From an optimization exercise on the open Yosys and OpenROAD flow, aimed at small area; shortcuts taken in it are not production practice. Function was checked by simulation only, so behaviour that the tests miss may differ from the original. Power figures rest on the tool's default switching activity, not on a simulated workload.

## v12
## sigma_codec
module sigma_codec (
    input  wire        clk,
    input  wire        rst,
    input  wire        start,
    input  wire [31:0] stream_len,
    output wire        busy,
    output wire        done,
    output wire [1:0]  stop_reason,
    output wire [31:0] final_cursor,
    output wire        mem_en,
    output wire [31:0] mem_addr,
    input  wire [7:0]  mem_rdata,
    output wire        log_valid,
    input  wire        log_ready,
    output wire [1:0]  log_kind,
    output wire [1:0]  log_err,
    output wire [7:0]  log_tag,
    output wire [31:0] log_cursor,
    output wire [31:0] log_consumed,
    output wire [7:0]  log_safeload,
    output wire [7:0]  log_channel,
    output wire [31:0] log_total_len,
    output wire [7:0]  log_chip,
    output wire [31:0] log_data_len,
    output wire [15:0] log_param,
    output wire        dev_req_valid,
    input  wire        dev_req_ready,
    output wire [7:0]  dev_req_chip,
    output wire [15:0] dev_req_param,
    output wire [31:0] dev_req_len,
    input  wire        dev_rsp_valid,
    input  wire [15:0] dev_rsp_len,
    output wire        dev_rd_en,
    output wire [15:0] dev_rd_addr,
    input  wire [7:0]  dev_rd_data,
    output wire        out_valid,
    input  wire        out_ready,
    output wire [7:0]  out_data
);
For scale: roughly 400 I/O pins, about 0.0095 mm^2 of cells after synthesis.
==> flow/config.mk <==
export PLATFORM = sky130hd
export DESIGN_NAME = sigma_codec
export DESIGN_NICKNAME = sigma_codec
export VERILOG_FILES = /design/flow/design.v
export SDC_FILE = /design/flow/constraint.sdc
export NUM_CORES = 4
export LEC_CHECK = 0
export CAP_MARGIN = 0
export CORE_MARGIN = 2
export CORE_UTILIZATION = 70
export SLEW_MARGIN = 0
==> flow/constraint.sdc <==
create_clock -name core_clock -period 8.0 [get_ports {clk}]
set_input_delay 1.6000 -clock core_clock [delete_from_list [all_inputs] [get_ports {clk}]]
set_output_delay 1.6000 -clock core_clock [all_outputs]
set_load 0.01 [all_outputs]
standard.sh (not shown) runs the stock make flow with config.mk's settings and CLKGATE_MAP_FILE= SYNTH_SCRIPT=/design/flow/synth_recipe.tcl, a recipe that flattens the netlist after the stock synthesis.
==> flow/flow/run.sh <==
#!/bin/bash
# Own layout flow: the standard flow (standard.sh: the standard synthesis,
# floorplan, power grid, placement, CTS and routing), with two changes:
#  - the buffers that global placement puts on every input and output port
#    use the platform's smallest buffer, not the resizer's lowest-drive pick;
#  - clock tree synthesis builds the tree from clkbuf_8 and inserts no dummy
#    load cells.
set -euo pipefail
export BUFFER_PORTS_ARGS="-buffer_cell sky130_fd_sc_hd__buf_1"
export CTS_ARGS="-sink_clustering_enable -repair_clock_nets -dont_use_dummy_load -buf_list sky130_fd_sc_hd__clkbuf_8"
bash standard.sh > standard_flow.log 2>&1
For v4, these inputs were changed with respect to v12:
Settings: CORE_UTILIZATION now 75, was 70.
[summary]
Per the final summary, v12 finished and its layout is clean on timing, DRC and antenna. No stage failed in v4, and the final checks on the layout all came back clean. Run comparison: v4 end point of the critical path out_data[7]; v12 end point of the critical path out_data[2]. | power dissipated in sequential cells | v4 vs v12 | ≈ equal |. The higher net switching fraction of the power came out of v12. Reported for v12 and v4, critical path depth turned out identical to the last digit. From v4 to v12, fraction of layout cells with a size suffix above 1 did not move at all. On reported leakage power, v12 and v4 are basically level. v4 vs. v12: starting density of the core shows an increase of 4.5 points; via count of the first global-routing pass shows a reduction of 96; setup slack shows an increase of 33 ps. Compared with v12, v4 improves full die area.
Input changes introduced in v55 (baseline for comparison: v4):
Settings: a change of SLEW_MARGIN from 0 to 20; a change of CORE_UTILIZATION from 75 to 85; a change of CAP_MARGIN from 0 to 20.
==> comparison <==
Of v4 and v55, only v55 never reached the final stage. Reported for v4 and v55, count of state elements after synthesis turned out identical to the last digit. Diff v4 -> v55: cell row count -about 7%; area share of and/or/nand/nor cells after synthesis ~0 delta; gate count of the mapped netlist ~0 delta; number of flops mapped to enable cells by yosys ~0 delta. v4 → v55: x dimension of the die now smaller, parity-gate share of the synthesized area counting xor and xnor cells comparable, starting density of the core now larger. Vertical extent of the die, v55 vs v4: down by a few percent. On multiplexer fraction of the synthesized cell area, v4 and v55 are basically level.

## port drivers added, routing unchanged
The flow's constraints put no driver on any port. The routed layouts listed below were extracted and timed again, unchanged, in two steps.
Step 1 sets driving cells, clkbuf_16 on the clock port and buf_2 on the other inputs (assumed; they add their load-dependent delay and slew).
Step 2, shift: input delay + t, output delay - t, t = (earliest + latest rising clock arrival at the registers) / 2. This alone moves slack from input paths to output paths.
a / b / c = no drivers / after step 1 / after step 2; a / b = the first two.
| run | t (ns) | slack for setup (ns) | worst slew at a driven data input, ns | pins driven straight from the clock port |
|---|---|---|---|---|
| v12 | 0.491 | 3.247 / 3.210 / 3.701 | 0.07 | 1 |
| v4 | 0.496 | 3.280 / 3.238 / 3.734 | 0.07 | 1 |
After both steps every run listed still meets setup and hold.
